This is an optimization exercise on Yosys and OpenROAD, whose aim is small area, not a production implementation.
The RTL was checked by simulation tests, not by an equivalence proof against the original design.
Power is estimated from default activity; no workload was simulated.

==> run G: inputs <==
## dmxte
module dmxte (
    input  wire         clk,
    input  wire         rst,           
    input  wire         rx_valid,
    input  wire [7:0]   rx_byte,
    output reg          resp_valid,
    output wire [111:0] resp_packet,   
    output reg          line
);
Settings: LEC_CHECK=0, CAP_MARGIN=20, CORE_MARGIN=2, CORE_UTILIZATION=40, SLEW_MARGIN=20; clock period 1000.0 ns.
run.sh (not shown) runs the stock make flow with config.mk's settings and CLKGATE_MAP_FILE= SYNTH_SCRIPT=/design/flow/synth_recipe.tcl, a recipe that flattens the netlist after the stock synthesis.
==> run K: changes against run G <==
--- a/flow/design.v
+++ b/flow/design.v
@@ -181,14 +181,13 @@
                         3'd0: begin
                             p0 <= rx_byte;
                             if (rx_byte > 8'd44) p_bad <= 1'b1;
                         end
                         3'd1: begin
                             if (rx_byte != 8'd0) p_bad <= 1'b1;
-                            range_err <= (rx_byte != 8'd0) ||
-                                         ({3'd0, p0} + rx_rem > 11'd129);
+                            range_err <= (rx_byte != 8'd0) || (p0 > N);
                             wp <= p0;
                         end
                         3'd2: p_brk[7:0] <= rx_byte;
                         3'd3: begin
                             p_brk[9:8] <= rx_byte[1:0];
                             if (rx_byte[7:2] != 6'd0 ||
@@ -203,31 +202,59 @@
                                 p_bad <= 1'b1;
                         end
                         3'd5:
                             if (rx_byte != 8'd0) p_bad <= 1'b1;
                         default: ;
                     endcase
-                    if (rx_idx >= 3'd2) wp <= wp + 8'd1;
+                    if (rx_idx >= 3'd2) begin
+                        wp <= wp + 8'd1;
+                        if (wp[7]) range_err <= 1'b1;
+                    end
                 end
                 default: ;
             endcase
         end
     end
     wire       stage_we = in_data && (rx_idx >= 3'd2);
     wire       clr      = rst || do_blackout;
     wire [7:0] stage_d  = clr ? 8'd0 : rx_byte;
     wire [7:0] start    = p0;
+    wire [7:0]  s_grp;
+    wire [15:0] s_lin;
+    wire [7:0]  u_all, u_end, u_beg, u_bth;
+    wire [15:0] l_lt, l_ge, l_in;
+    genvar h;
+    generate
+        for (h = 0; h < 8; h = h + 1) begin : grp
+            wire ah = !start[7] && (start[6:4] < h);     
+            wire bh = !start[7] && (start[6:4] == h);    
+            wire ch = wp[7] || (wp[6:4] > h);            
+            wire dh = !wp[7] && (wp[6:4] == h);          
+            assign s_grp[h] = stage_we && (wp[6:4] == h);
+            assign u_all[h] = clr_d || (commit_d && ah && ch);
+            assign u_end[h] = commit_d && ah && dh;
+            assign u_beg[h] = commit_d && bh && ch;
+            assign u_bth[h] = commit_d && bh && dh;
+        end
+        for (h = 0; h < 16; h = h + 1) begin : lin
+            assign s_lin[h] = (wp[3:0] == h);
+            assign l_lt[h]  = (h < wp[3:0]);
+            assign l_ge[h]  = (h >= start[3:0]);
+            assign l_in[h]  = l_lt[h] && l_ge[h];
+        end
+    endgenerate
     wire [8*N-1:0] frame;
     genvar g;
     generate
         for (g = 0; g < N; g = g + 1) begin : ch
             reg  [7:0] stage_b;
             reg  [7:0] univ_b;
             reg  [7:0] frame_b;
-            wire       s_en = clr || (stage_we && wp[6:0] == g);
-            wire       u_en = clr_d || (commit_d && (start <= g) && (wp > g));
+            wire       s_en = clr || (s_grp[g/16] && s_lin[g%16]);
+            wire       u_en = u_all[g/16] || (u_end[g/16] && l_lt[g%16]) ||
+                              (u_beg[g/16] && l_ge[g%16]) || (u_bth[g/16] && l_in[g%16]);
             always @(posedge clk)
                 if (s_en) stage_b <= stage_d;
             always @(posedge clk)
                 if (u_en) univ_b <= stage_b;
             always @(posedge clk)
                 if (fs_d2) frame_b <= univ_b;
Settings changed: CORE_UTILIZATION 40 to 65, CTS_BUF_LIST set to sky130_fd_sc_hd__clkbuf_16, CTS_CLUSTER_DIAMETER set to 80, CTS_CLUSTER_SIZE set to 24, PLACE_DENSITY set to 0.75.
==> flow_summary_export.csv <==
group,metric,value,unit
placed_design,dp_hpwl,203,mm
hold_path,min_to,"ch[99].frame_b[1]",
synthesis,synth_xor_area_share,1.17,%
sta,hold_ws,386,ps
layout,num_antenna_cells,6,
critical_path,path_cells,"clkdlybuf4s50_1, nor2b_1, nand3_1, inv_1, nand4_1, a31oi_4, mux2_2, inv_1, ha_1, nand2_1, a21boi_0, o31ai_1, o22ai_1, ha_1, nand2b_1, a21o_1, a21oi_1, o211ai_1, a211oi_1, o211a_1, o221ai_1, buf_2, o21ai_0, a221oi_1",
power_and_ir_drop,vdd.ir_drop.worst,1.25,uV
synthesis,synth_area,121000,um^2
power_and_ir_drop,pwr-share-clk,42.5,%
synthesis,yosys-top-cells-area,"edfxtp_1, mux4_2, dfxtp_1",
grt,grt_util_met2,32.1,%
run_status,status,"no timing/DRC/antenna violations",
routing,drt_iter0_drc,7902,
layout,n_fill_cell,25100,
critical_path,worstPathArrival,206720,ps
die,core,300000,um^2
grt,grt_pass1_vias,60400,
synthesis,muxShareOfSynthArea,5.71,%
layout,layout-drive-gt1-share,15.3,%
grt,grt_pass1_wl,448,mm
That was run G.
==> flow_summary_export.csv <==
group,metric,value,unit
layout,layout-drive-gt1-share,12.1,%
synthesis,synth_xor_area_share,1.11,%
synthesis,muxShareOfSynthArea,5.47,%
grt,grt_util_met2,50.3,%
run_status,status,"no timing/DRC/antenna violations",
grt,grt_pass1_vias,58300,
die,core,183000,um^2
synthesis,synth_area,120000,um^2
power_and_ir_drop,vdd.ir_drop.worst,1.93,uV
synthesis,yosys-top-cells-area,"edfxtp_1, mux4_2, dfxtp_1",
critical_path,path_cells,"clkdlybuf4s50_1, and4b_1, and2_1, and4_1, nand2_1, mux2_1, clkinv_1, ha_1, nand2_1, a211oi_1, a211oi_1, ha_1, nand2b_1, a21o_1, a21o_1, a21oi_1, o211ai_1, a31oi_1, nor4_2, buf_4, or4_1, a221oi_1",
grt,grt_pass1_wl,421,mm
routing,drt_iter0_drc,9073,
critical_path,worstPathArrival,207510,ps
That was run K.

==> what the ideal ports hide <==
The results above use ideal ports. As a check the final layouts listed here were re-extracted and re-timed, cells and wires unchanged. Step 1, drivers: a clkbuf_16 drives clk and a buf_2 each remaining input, both assumed. Step 2 also shifts input and output timing later by t, the mid clock arrival at the registers, as if the neighbouring blocks saw the same clock. a / b / c = no drivers / after step 1 / after step 2; a / b = the first two.
run	t, ns	setup WS [ns]	worst hold slack (ns)
run G	0.974	794.067 / 794.144 / 793.170	0.386 / 0.386 / 0.386
run K	0.953	793.251 / 793.304 / 792.351	0.399 / 0.399 / 0.399
After both steps setup and hold are still met in every run listed. For run K, which loses most, drivers alone change the setup slack by +0.053 ns; drivers and shift together by -0.900 ns.
